Context: an optimization exercise on an open-source flow, tuned for small area, a short achievable clock period and few clock cycles per item. The choices shown serve that exercise and are no tape-out recipe.
Only simulation tests tie the RTL to the original design; equivalence was not proved.
No activity file was given, so power comes from the tool's default toggle rates.

--- flow/config.mk ---
export PLATFORM = sky130hd
export DESIGN_NAME = score_player
export DESIGN_NICKNAME = score_player
export VERILOG_FILES = /design/flow/design.v
export SDC_FILE = /design/flow/constraint.sdc
export NUM_CORES = 4
export LEC_CHECK = 0
export CAP_MARGIN = 20
export CORE_MARGIN = 2
export CORE_UTILIZATION = 40
export SLEW_MARGIN = 20
--- flow/constraint.sdc ---
create_clock -name core_clock -period 12.0 [get_ports {clk}]
set_input_delay 2.4000 -clock core_clock [delete_from_list [all_inputs] [get_ports {clk}]]
set_output_delay 2.4000 -clock core_clock [all_outputs]
set_load 0.01 [all_outputs]
--- flow/design.v ---
module tone_planner (
    input  wire        clk,
    input  wire        rst,
    input  wire        in_valid,
    output wire        in_ready,
    input  wire        in_is_note,
    input  wire [7:0]  in_note,
    input  wire [15:0] in_freq,
    input  wire [15:0] in_dur,
    input  wire [7:0]  in_vol,
    output wire        out_valid,
    input  wire        out_ready,
    output reg  [15:0] out_freq,
    output reg         out_pre,
    output reg  [15:0] out_top,
    output reg  [15:0] out_duty,
    output reg  [15:0] out_timeout,
    output reg         out_fault
);
    localparam [2:0] S_IDLE  = 3'd0,
                     S_NOTE  = 3'd1,
                     S_PREP  = 3'd2,
                     S_DIV1  = 3'd3,
                     S_MUL   = 3'd4,
                     S_DIV2  = 3'd5,
                     S_DONE  = 3'd6;
    reg [2:0] state;
    reg        r_is_note;
    reg [7:0]  r_note;
    reg [15:0] r_freq;
    reg [15:0] r_dur;
    reg [7:0]  r_vol;
    reg [15:0] fw_eff;
    reg [3:0]  vol_eff;
    reg [14:0] f_div;      
    reg [13:0] f_hz;       
    reg [31:0] div_q;      
    reg [16:0] div_r;      
    reg [15:0] div_d;      
    reg [5:0]  div_cnt;
    assign in_ready  = (state == S_IDLE);
    assign out_valid = (state == S_DONE);
    function [9:0] note_table;
        input [3:0] k;
        begin
            case (k)
                4'd0:  note_table = 10'd412;
                4'd1:  note_table = 10'd437;
                4'd2:  note_table = 10'd462;
                4'd3:  note_table = 10'd490;
                4'd4:  note_table = 10'd519;
                4'd5:  note_table = 10'd550;
                4'd6:  note_table = 10'd583;
                4'd7:  note_table = 10'd617;
                4'd8:  note_table = 10'd654;
                4'd9:  note_table = 10'd693;
                4'd10: note_table = 10'd734;
                default: note_table = 10'd778;
            endcase
        end
    endfunction
    wire [7:0]  n_cl   = (r_note < 8'd16) ? 8'd16 : (r_note > 8'd111) ? 8'd111 : r_note;
    wire [6:0]  n_off  = n_cl - 8'd16;
    wire [2:0]  n_oct  = n_off / 7'd12;
    wire [3:0]  n_pc   = n_off % 7'd12;
    wire [9:0]  n_base = note_table(n_pc);
    wire [15:0] n_x    = {6'd0, n_base} << n_oct;
    wire [15:0] n_hz   = (n_x + 16'd5) / 16'd10;
    wire [15:0] n_top  = ({n_base, 6'd0} + 16'd2) / 16'd5;
    wire [15:0] n_freq = (n_oct == 3'd7) ? n_top :
                         (n_oct >= 3'd2) ? n_hz  : {1'b1, n_x[14:0]};
    wire        silent = r_is_note && ((r_note == 8'd255) || (r_vol == 8'd0));
    wire        tenths = fw_eff[15];
    wire [14:0] f_raw  = fw_eff[14:0];
    wire [14:0] f_lo   = tenths ? 15'd400 : 15'd40;
    wire [14:0] f_cl   = (f_raw < f_lo) ? f_lo :
                         (!tenths && f_raw > 15'd10000) ? 15'd10000 : f_raw;
    wire        div8   = tenths ? (f_cl <= 15'd2000) : (f_cl <= 15'd200);
    wire [26:0] rate   = div8 ? (tenths ? 27'd10000000 : 27'd1000000)
                              : (tenths ? 27'd80000000 : 27'd8000000);
    wire [26:0] num    = rate + {13'd0, f_cl[14:1]};
    wire [15:0] hz_t   = ({1'b0, f_cl} + 16'd5) / 16'd10;
    wire [13:0] hz     = tenths ? hz_t[13:0] : f_cl[13:0];
    wire [29:0] dur_hz = r_dur * f_hz;
    wire [16:0] div_sh  = {div_r[15:0], div_q[31]};
    wire [16:0] div_sub = div_sh - {1'b0, div_d};
    wire        div_ge  = !div_sub[16];
    always @(posedge clk) begin
        if (rst) begin
            state     <= S_IDLE;
            out_freq  <= 16'd0;
            out_pre   <= 1'b0;
            out_top   <= 16'd0;
            out_duty  <= 16'd0;
            out_timeout <= 16'd0;
            out_fault <= 1'b0;
        end else begin
            case (state)
                S_IDLE: begin
                    if (in_valid) begin
                        r_is_note <= in_is_note;
                        r_note    <= in_note;
                        r_freq    <= in_freq;
                        r_dur     <= in_dur;
                        r_vol     <= in_vol;
                        state     <= S_NOTE;
                    end
                end
                S_NOTE: begin
                    if (silent) begin
                        fw_eff  <= 16'd1000;
                        vol_eff <= 4'd0;
                    end else begin
                        fw_eff  <= r_is_note ? n_freq : r_freq;
                        vol_eff <= (r_vol > 8'd15) ? 4'd15 : r_vol[3:0];
                    end
                    state <= S_PREP;
                end
                S_PREP: begin
                    out_freq  <= {tenths, f_cl};
                    out_pre   <= div8;
                    out_fault <= 1'b0;
                    f_div     <= f_cl;
                    f_hz      <= hz;
                    div_q     <= {5'd0, num};
                    div_r     <= 17'd0;
                    div_d     <= {1'b0, f_cl};
                    div_cnt   <= 6'd0;
                    state     <= S_DIV1;
                end
                S_DIV1: begin
                    div_q   <= {div_q[30:0], div_ge};
                    div_r   <= div_ge ? div_sub : div_sh;
                    div_cnt <= div_cnt + 6'd1;
                    if (div_cnt == 6'd31) begin
                        out_top  <= {div_q[14:0], div_ge};
                        out_duty <= {div_q[14:0], div_ge} >> (5'd16 - {1'b0, vol_eff});
                        state    <= S_MUL;
                    end
                end
                S_MUL: begin
                    if (f_hz == 14'd1000) begin
                        out_timeout <= r_dur;
                        state       <= S_DONE;
                    end else if (dur_hz >= 30'd65536000) begin
                        out_fault <= 1'b1;
                        state     <= S_DONE;
                    end else begin
                        div_q   <= {2'd0, dur_hz};
                        div_r   <= 17'd0;
                        div_d   <= 16'd1000;
                        div_cnt <= 6'd0;
                        state   <= S_DIV2;
                    end
                end
                S_DIV2: begin
                    div_q   <= {div_q[30:0], div_ge};
                    div_r   <= div_ge ? div_sub : div_sh;
                    div_cnt <= div_cnt + 6'd1;
                    if (div_cnt == 6'd31) begin
                        out_timeout <= {div_q[14:0], div_ge};
                        state       <= S_DONE;
                    end
                end
                S_DONE: begin
                    if (out_ready)
                        state <= S_IDLE;
                end
                default: state <= S_IDLE;
            endcase
        end
    end
endmodule
module score_player (
    input  wire        clk,
    input  wire        rst,
    input  wire        start_valid,
    output wire        start_ready,
    input  wire [15:0] start_base,
    input  wire [15:0] start_len,
    output wire [15:0] mem_addr,
    input  wire [7:0]  mem_data,
    output wire        ev_valid,
    input  wire        ev_ready,
    output reg  [1:0]  ev_kind,      
    output reg  [2:0]  ev_fault,     
    output reg  [15:0] ev_freq,
    output reg         ev_pre,
    output reg  [15:0] ev_top,
    output reg  [15:0] ev_duty,
    output reg  [15:0] ev_timeout
);
    localparam [4:0] S_IDLE      = 5'd0,
                     S_PULL      = 5'd1,
                     S_TOK       = 5'd2,
                     S_M         = 5'd3,
                     S_NUM       = 5'd4,
                     S_DIV       = 5'd5,
                     S_ACC1      = 5'd6,
                     S_ACC2      = 5'd7,
                     S_DOT_INIT  = 5'd8,
                     S_DOT       = 5'd9,
                     S_STACC     = 5'd10,
                     S_PLAN_REQ  = 5'd11,
                     S_PLAN_WAIT = 5'd12,
                     S_EMIT      = 5'd13,
                     S_HALT      = 5'd14;
    localparam [2:0] NUM_O = 3'd0, NUM_T = 3'd1, NUM_L = 3'd2, NUM_V = 3'd3, NUM_D = 3'd4;
    localparam [1:0] OP_L = 2'd0, OP_T1 = 2'd1, OP_T2 = 2'd2, OP_D = 2'd3;
    localparam [1:0] EV_TONE = 2'd0, EV_END = 2'd1, EV_FAULT = 2'd2;
    localparam [2:0] F_OVF_NUM = 3'd1, F_DIV0 = 3'd2, F_OVF_DUR = 3'd3, F_OVF_TIMEOUT = 3'd4;
    reg [4:0] state;
    reg [15:0] octave;
    reg [15:0] note_type;
    reg [15:0] whole_ms;
    reg [15:0] duration;
    reg [3:0]  volume;
    reg        staccato;
    reg [15:0] seq_base;
    reg [15:0] seq_len;
    reg [15:0] seq_off;
    reg [15:0] stacc_rest;
    reg signed [19:0] tmp_oct;
    reg signed [23:0] idx;
    reg        is_rest;
    reg [16:0] num;
    reg [2:0]  num_op;
    reg [16:0] dur;
    reg [15:0] dot_add;
    reg [15:0] div_q;
    reg [15:0] div_r;
    reg [15:0] div_b;
    reg [4:0]  div_cnt;
    reg [1:0]  div_op;
    assign mem_addr = seq_base + seq_off;
    wire [7:0] c_raw = (seq_off >= seq_len) ? 8'h00 : mem_data;
    wire [7:0] c     = (c_raw >= 8'h41 && c_raw <= 8'h5A) ? c_raw + 8'h20 : c_raw;
    wire       c_space = (c == 8'h20);
    wire       c_digit = (c >= 8'h30 && c <= 8'h39);
    wire [15:0] off_next = (seq_off == seq_len) ? seq_off : seq_off + 16'd1;
    wire [20:0] num_next = num * 21'd10 + {17'd0, c[3:0]};
    wire [16:0] div_sh  = {div_r, div_q[15]};
    wire        div_ge  = (div_sh >= {1'b0, div_b});
    wire [16:0] div_rem = div_ge ? (div_sh - {1'b0, div_b}) : div_sh;
    wire [15:0] div_res = {div_q[14:0], div_ge};
    wire [17:0] tempo_w = div_res * 18'd10;
    wire [16:0] dot_sum = dur + {1'b0, dot_add};
    wire signed [23:0] oct12 = tmp_oct * 24'sd12;
    wire [7:0] note_cl = (idx < 24'sd16) ? 8'd16 : (idx > 24'sd111) ? 8'd111 : idx[7:0];
    wire        plan_in_ready, plan_out_valid, plan_pre, plan_fault;
    wire [15:0] plan_freq, plan_top, plan_duty, plan_timeout;
    tone_planner u_plan (
        .clk        (clk),
        .rst        (rst),
        .in_valid   (state == S_PLAN_REQ),
        .in_ready   (plan_in_ready),
        .in_is_note (1'b1),
        .in_note    (is_rest ? 8'd255 : note_cl),
        .in_freq    (16'd0),
        .in_dur     (dur[15:0]),
        .in_vol     (is_rest ? 8'd0 : {4'd0, volume}),
        .out_valid  (plan_out_valid),
        .out_ready  (state == S_PLAN_WAIT),
        .out_freq   (plan_freq),
        .out_pre    (plan_pre),
        .out_top    (plan_top),
        .out_duty   (plan_duty),
        .out_timeout(plan_timeout),
        .out_fault  (plan_fault)
    );
    assign start_ready = (state == S_IDLE);
    assign ev_valid    = (state == S_EMIT);
    task fault;
        input [2:0] code;
        begin
            ev_kind  <= EV_FAULT;
            ev_fault <= code;
            state    <= S_EMIT;
        end
    endtask
    task start_div;
        input [15:0] a;
        input [15:0] b;
        input [1:0]  op;
        begin
            div_q   <= a;
            div_r   <= 16'd0;
            div_b   <= b;
            div_cnt <= 5'd0;
            div_op  <= op;
            state   <= S_DIV;
        end
    endtask
    always @(posedge clk) begin
        if (rst) begin
            state      <= S_IDLE;
            octave     <= 16'd4;
            note_type  <= 16'd4;
            whole_ms   <= 16'd2000;
            duration   <= 16'd500;
            volume     <= 4'd15;
            staccato   <= 1'b0;
            stacc_rest <= 16'd0;
            seq_base   <= 16'd0;
            seq_len    <= 16'd0;
            seq_off    <= 16'd0;
            ev_kind    <= EV_TONE;
            ev_fault   <= 3'd0;
            ev_freq    <= 16'd0;
            ev_pre     <= 1'b0;
            ev_top     <= 16'd0;
            ev_duty    <= 16'd0;
            ev_timeout <= 16'd0;
        end else begin
            case (state)
                S_IDLE: begin
                    if (start_valid) begin
                        seq_base   <= start_base;
                        seq_len    <= start_len;
                        seq_off    <= 16'd0;
                        stacc_rest <= 16'd0;
                        state      <= S_PULL;
                    end
                end
                S_PULL: begin
                    if (staccato && stacc_rest != 16'd0) begin
                        is_rest    <= 1'b1;
                        dur        <= {1'b0, stacc_rest};
                        stacc_rest <= 16'd0;
                        state      <= S_PLAN_REQ;
                    end else begin
                        tmp_oct <= {4'd0, octave};
                        state   <= S_TOK;
                    end
                end
                S_TOK: begin
                    seq_off <= off_next;
                    if (!c_space) begin
                        case (c)
                            8'h3E: tmp_oct <= tmp_oct + 20'sd1;           
                            8'h3C: tmp_oct <= tmp_oct - 20'sd1;           
                            8'h61, 8'h62, 8'h63, 8'h64, 8'h65, 8'h66, 8'h67: begin
                                case (c)
                                    8'h61: idx <= oct12 + 24'sd9;
                                    8'h62: idx <= oct12 + 24'sd11;
                                    8'h63: idx <= oct12;
                                    8'h64: idx <= oct12 + 24'sd2;
                                    8'h65: idx <= oct12 + 24'sd4;
                                    8'h66: idx <= oct12 + 24'sd5;
                                    default: idx <= oct12 + 24'sd7;
                                endcase
                                is_rest <= 1'b0;
                                state   <= S_ACC1;
                            end
                            8'h72: begin                                   
                                is_rest <= 1'b1;
                                state   <= S_ACC1;
                            end
                            8'h6F: begin num <= 17'd0; num_op <= NUM_O; state <= S_NUM; end
                            8'h74: begin num <= 17'd0; num_op <= NUM_T; state <= S_NUM; end
                            8'h6C: begin num <= 17'd0; num_op <= NUM_L; state <= S_NUM; end
                            8'h76: begin num <= 17'd0; num_op <= NUM_V; state <= S_NUM; end
                            8'h6D: state <= S_M;
                            8'h21: begin                                   
                                octave    <= 16'd4;
                                whole_ms  <= 16'd2000;
                                note_type <= 16'd4;
                                duration  <= 16'd500;
                                volume    <= 4'd15;
                                staccato  <= 1'b0;
                                tmp_oct   <= 20'sd4;
                            end
                            default: begin                                 
                                ev_kind <= EV_END;
                                state   <= S_EMIT;
                            end
                        endcase
                    end
                end
                S_M: begin
                    seq_off <= off_next;
                    if (!c_space) begin
                        if (c == 8'h6C) begin
                            staccato <= 1'b0;
                        end else begin
                            staccato   <= 1'b1;
                            stacc_rest <= 16'd0;
                        end
                        state <= S_TOK;
                    end
                end
                S_NUM: begin
                    if (c_space) begin
                        seq_off <= off_next;
                    end else if (c_digit) begin
                        if (num_next > 21'd65535) begin
                            fault(F_OVF_NUM);
                        end else begin
                            num     <= num_next[16:0];
                            seq_off <= off_next;
                        end
                    end else begin
                        case (num_op)
                            NUM_O: begin
                                octave  <= num[15:0];
                                tmp_oct <= {4'd0, num[15:0]};
                                state   <= S_TOK;
                            end
                            NUM_V: begin
                                volume <= (num > 17'd15) ? 4'd15 : num[3:0];
                                state  <= S_TOK;
                            end
                            NUM_L: begin
                                if (num == 17'd0) fault(F_DIV0);
                                else begin
                                    note_type <= num[15:0];
                                    start_div(whole_ms, num[15:0], OP_L);
                                end
                            end
                            NUM_T: begin
                                if (num == 17'd0) fault(F_DIV0);
                                else start_div(16'd24000, num[15:0], OP_T1);
                            end
                            default: begin  
                                if (num == 17'd0) fault(F_DIV0);
                                else start_div(whole_ms, num[15:0], OP_D);
                            end
                        endcase
                    end
                end
                S_DIV: begin
                    div_q   <= div_res;
                    div_r   <= div_rem[15:0];
                    div_cnt <= div_cnt + 5'd1;
                    if (div_cnt == 5'd15) begin
                        case (div_op)
                            OP_L: begin
                                duration <= div_res;
                                state    <= S_TOK;
                            end
                            OP_T1: begin
                                if (tempo_w > 18'd65535) fault(F_OVF_DUR);
                                else begin
                                    whole_ms <= tempo_w[15:0];
                                    start_div(tempo_w[15:0], note_type, OP_T2);
                                end
                            end
                            OP_T2: begin
                                duration <= div_res;
                                state    <= S_TOK;
                            end
                            default: begin  
                                dur   <= {1'b0, div_res};
                                state <= S_DOT_INIT;
                            end
                        endcase
                    end
                end
                S_ACC1: begin
                    if (c_space) begin
                        seq_off <= off_next;
                    end else if (c == 8'h2B || c == 8'h23) begin         
                        idx     <= idx + 24'sd1;
                        seq_off <= off_next;
                    end else begin
                        state <= S_ACC2;
                    end
                end
                S_ACC2: begin
                    if (c_space) begin
                        seq_off <= off_next;
                    end else if (c == 8'h2D) begin                       
                        idx     <= idx - 24'sd1;
                        seq_off <= off_next;
                    end else if (c_digit) begin
                        num    <= 17'd0;
                        num_op <= NUM_D;
                        state  <= S_NUM;
                    end else begin
                        dur   <= {1'b0, duration};
                        state <= S_DOT_INIT;
                    end
                end
                S_DOT_INIT: begin
                    dot_add <= dur[15:1];
                    state   <= S_DOT;
                end
                S_DOT: begin
                    if (c_space) begin
                        seq_off <= off_next;
                    end else if (c == 8'h2E) begin                       
                        seq_off <= off_next;
                        if (dot_sum > 17'd65535) fault(F_OVF_DUR);
                        else begin
                            dur     <= dot_sum;
                            dot_add <= {1'b0, dot_add[15:1]};
                        end
                    end else begin
                        state <= S_STACC;
                    end
                end
                S_STACC: begin
                    if (staccato) begin
                        stacc_rest <= dur[16:1];
                        dur        <= dur - {1'b0, dur[16:1]};
                    end
                    state <= S_PLAN_REQ;
                end
                S_PLAN_REQ: begin
                    if (plan_in_ready)
                        state <= S_PLAN_WAIT;
                end
                S_PLAN_WAIT: begin
                    if (plan_out_valid) begin
                        if (plan_fault) begin
                            fault(F_OVF_TIMEOUT);
                        end else begin
                            ev_kind    <= EV_TONE;
                            ev_freq    <= plan_freq;
                            ev_pre     <= plan_pre;
                            ev_top     <= plan_top;
                            ev_duty    <= plan_duty;
                            ev_timeout <= plan_timeout;
                            state      <= S_EMIT;
                        end
                    end
                end
                S_EMIT: begin
                    if (ev_ready) begin
                        case (ev_kind)
                            EV_TONE:  state <= S_PULL;
                            EV_END:   state <= S_IDLE;
                            default:  state <= S_HALT;
                        endcase
                    end
                end
                S_HALT: state <= S_HALT;
                default: state <= S_IDLE;
            endcase
        end
    end
endmodule
--- flow/run.sh ---
#!/bin/bash
# synth_recipe.tcl (not shown) runs the flow's synth.tcl, then flattens the netlist and writes it again
# the make line also repeats each setting of config.mk as NAME=value (left out here)
make -C /OpenROAD-flow-scripts/flow DESIGN_CONFIG=/design/flow/config.mk WORK_HOME=/design/flow/orfs CLKGATE_MAP_FILE= SYNTH_SCRIPT=/design/flow/synth_recipe.tcl finish
==> flow_summary_export.csv <==
group,metric,value,unit
die,die_area,0.119,mm2
timing,finalHoldViolCount,0,
finish,nFillCells,11386,
finish,drive_gt1_share,5.58,%
global_route,overflow,0,
synth,seq_area_frac_synth,30.1,%
routing,first_pass_iters,6,
global_route,use_met1,29.7,%
global_route,grt_pass1_vias,39376,
clocking,cts_tree,"yes",
timing,fmax,0.0886,GHz
finish,areaGrowthSynthToFinish,11.1,%
die,coreArea,0.116,mm2
flow_run,maxCapViolations,0,
timing,period_share,94.1,%
routing,wl_per_cell,18.5,um
synth,ys_seq_elements,558,
critical_path,rr_endpoint,"u_plan.fw_eff[0]",
critical_path,startpoint_type,"flop",
worst_hold_path,hold_end,"ev_timeout[15]",
global_route,grtUsageMet2,35.3,%
critical_path,critPathKind,"reg -> reg",
worst_hold_path,holdPathStages,2,
die,die_x,345,um
placed_design,gp_congestion,0.908,
worst_hold_path,worstHoldPathType,"reg -> reg",
global_route,antenna_found_initial,6,
clocking,cts_sinks,558,
global_route,grt_first_pass_wirelength,213000,um
routing,routed_wl,132000,um
die,die_height,345,um
finish,insertedDiodeCount,0,
global_route,grtUsageTotal,21.7,%
pwr,peakVddDrop,0.127,mV
die,start_util,40.2,%
synth,syn_area_per_cell,8.37,um2
routing,drc,0,
timing,setup_tns,0,ps
critical_path,cp_common_cell,"ha_1",
finish,layout_common_cells,"nand2_1, nor2_1, a21oi_1, inv_1, ha_1",
finish,layout_commonest_cell,"nand2_1",
synth,synth.top_cell.area_share,18.3,%
global_route,busiest_layer,"met2",
critical_path,cp.required,12400,ps
synth,synthesis.area,0.0466,mm2
finish,final_core_util,44.6,%
synth,yosys_warnings,2,
timing,rsz0062_at_grt,"false",
clocking,htree_levels,3,
synth,synthArstFlopShare,0,%
critical_path,crit_path_end_kind,"flop",
synth,syn_nets,6154,
synth,yosys.area.top_type,"edfxtp_1",
critical_path,slowest_stage,"o32ai_1",
critical_path,max_stage_delay,570,ps
critical_path,r2r-start,"u_plan.r_note[6]",
die,io_pins,132,
clocking,clk_latency,670,ps
routing,vias,40364,
timing,period_needed,11290,ps
synth,yosys-top-cells-area,"edfxtp_1, dfxtp_1, ha_1",
pwr,leakagePower,0.0210,uW
placed_design,dp_hpwl,97800,um
clocking,ctsHoldBuffers,0,
timing,skew,36.0,ps
timing,setup_viol,0,
clocking,cts_setup_buffers,0,
critical_path,r2r_setup_slack,710,ps
worst_hold_path,hold_start,"ev_timeout[15]",
clocking,clockBufferDepth,3,
finish,nets,6151,
global_route,grt_max_degree,118,
routing,drtAntennaViolNets,0,
clocking,clk_pin_slew,60,ps
placed_design,port_buffers,131,
critical_path,reg2reg_depth,45,
synth,synth_cell_types,119,
die,core.rowCount,125,
clocking,cts_buffers,72,
timing,relSlewSlack,21.8,%
synth,ys.flop_type,"edfxtp_1",
status,status,"no timing/DRC/antenna violations",
routing,via_per_inst,5.65,
timing,max_slew.worst_pin.slew,1170,ps
clocking,cts_root_buffer,"clkbuf_16",
pwr,p_per_area,147,mW/mm2
synth,synth_cells,5566,
synth,synth_edf_count,283,
routing,drt_iter0_drc,3189,
critical_path,worst-endpoint-arrival,11690,ps
timing,slew_viol_final,0,
clocking,cts_resized,0,
global_route,grtUsageMet3,3.41,%
critical_path,critPathMaxFanout,12,
-- final cells by class --
type	instances	area, um2	area share (%)
Multi-Input combinational cell	4307	30000	57.9
Timing Repair Buffer	220	1980	3.84
Clock inverter	35	355	0.687
Clock buffer	99	2000	3.86
Sequential cell	558	14000	27.1
Tap cell	1524	1910	3.69
Inverter	404	1520	2.94
-- Yosys cell counts (all sizes together), types with 36 or more instances --
cell	number
nand2	822
nor2	479
a21oi	469
inv	400
ha	367
edfxtp	283
dfxtp	275
clkbuf	261
o21ai	240
xnor2	178
fa	177
and2	130
nand3	126
o21bai	97
nor3	94
xor2	94
a21o	93
o211ai	67
a22oi	66
mux2i	60
a31oi	53
nand2b	48
and3	46
nor2b	46
nor4	46
a211oi	45
nand4	39
buf	36
-- registers in the layout (all words and copies together) (netlist names), 17 cells and up --
name and flops:
dur 17, idx 24, num 17, u_plan.div_q 32, tmp_oct 20
-- power by group --
part	internal [uW]	switching, uW	leakage, uW
Sequential	2210	121	0.00483
Clock	1230	936	0.00115
Combinational	1220	1890	0.0150
Total	4670	2950	0.0210
-- kinds of logic after synthesis --
family / Yosys count / synth area share [%]
buffers and inverters: 701 / 5.83
other: 1 / 0.00805
flip-flops: 558 / 30.1
AO/OA/AOI/OAI: 1420 / 19.9
multiplexers: 80 / 1.83
AND/OR/NAND/NOR: 1989 / 19.7
XOR/XNOR: 272 / 5.13
adder cells (fa/ha/maj): 545 / 17.5
-- metrics by stage --
step           setup slack [ps]  cells  cell area (um2)  power [uW]  hold WS, ps
2_1_floorplan               201   5566            46600        4670          429
3_3_place_gp                877   7012            49300        5410          436
3_5_place_dp                784   7013            49300        5460          444
4_1_cts                     748   7147            51700        7660          450
5_1_grt                    52.2   7147            51700        8130          463
6_report                    709   7147            51700        7620          446
-- worst max-delay path, delay by kind of cell (launching register included) --
kind | cells | cell delay [ps]
multiplexers | 1 | 220
adder cells (fa/ha/maj) | 7 | 2260
AND/OR/NAND/NOR | 8 | 1730
XOR/XNOR | 2 | 370
flip-flops | 1 | 530
AO/OA/AOI/OAI | 20 | 4950
buffers and inverters | 7 | 960
-- layer usage --
layer  vias up  share of wire (%)
li1      19585                  -
met1     19550                 46
met2      1011                 46
met3       208                5.4
met4        10                2.8
met5         -              0.053
-- worst max-delay path by stage --
stage,startpoint,endpoint
3_3_place_gp,u_plan.r_note[6],u_plan.fw_eff[0]
6_report,u_plan.r_note[6],u_plan.fw_eff[0]
3_5_place_dp,u_plan.r_note[6],u_plan.fw_eff[0]
2_1_floorplan,u_plan.f_hz[4],u_plan.div_cnt[0]
4_1_cts,u_plan.r_note[6],u_plan.fw_eff[0]
5_1_grt,u_plan.r_note[6],u_plan.fw_eff[0]
Testbench counts, summed over its fixed seeds: cycles 425,343, events 6,327.

==> what the ideal ports hide <==
The flow's constraints put no driver on any port. The routed layout listed below was extracted and timed again, unchanged, in two steps. Step 1: set_driving_cell puts a clkbuf_16 on clk and a buf_2 on each other input, an assumption about the parent block. Step 2 moves the port delays by t, midway between the first and last clock arrival at a register: inputs arrive t later, outputs are due t later. That takes back most of the time a late clock gives input paths. a / b / c = ideal / step 1 / step 2; a / b = the first two.
t, ns: 0.723
setup slack, ns: 0.709 / 0.709 / 0.709
worst setup path at the end: register to register
After both steps this run still meets setup and hold. The setup slack of this run moves by 0.000 ns with the drivers and by 0.000 ns with both steps.
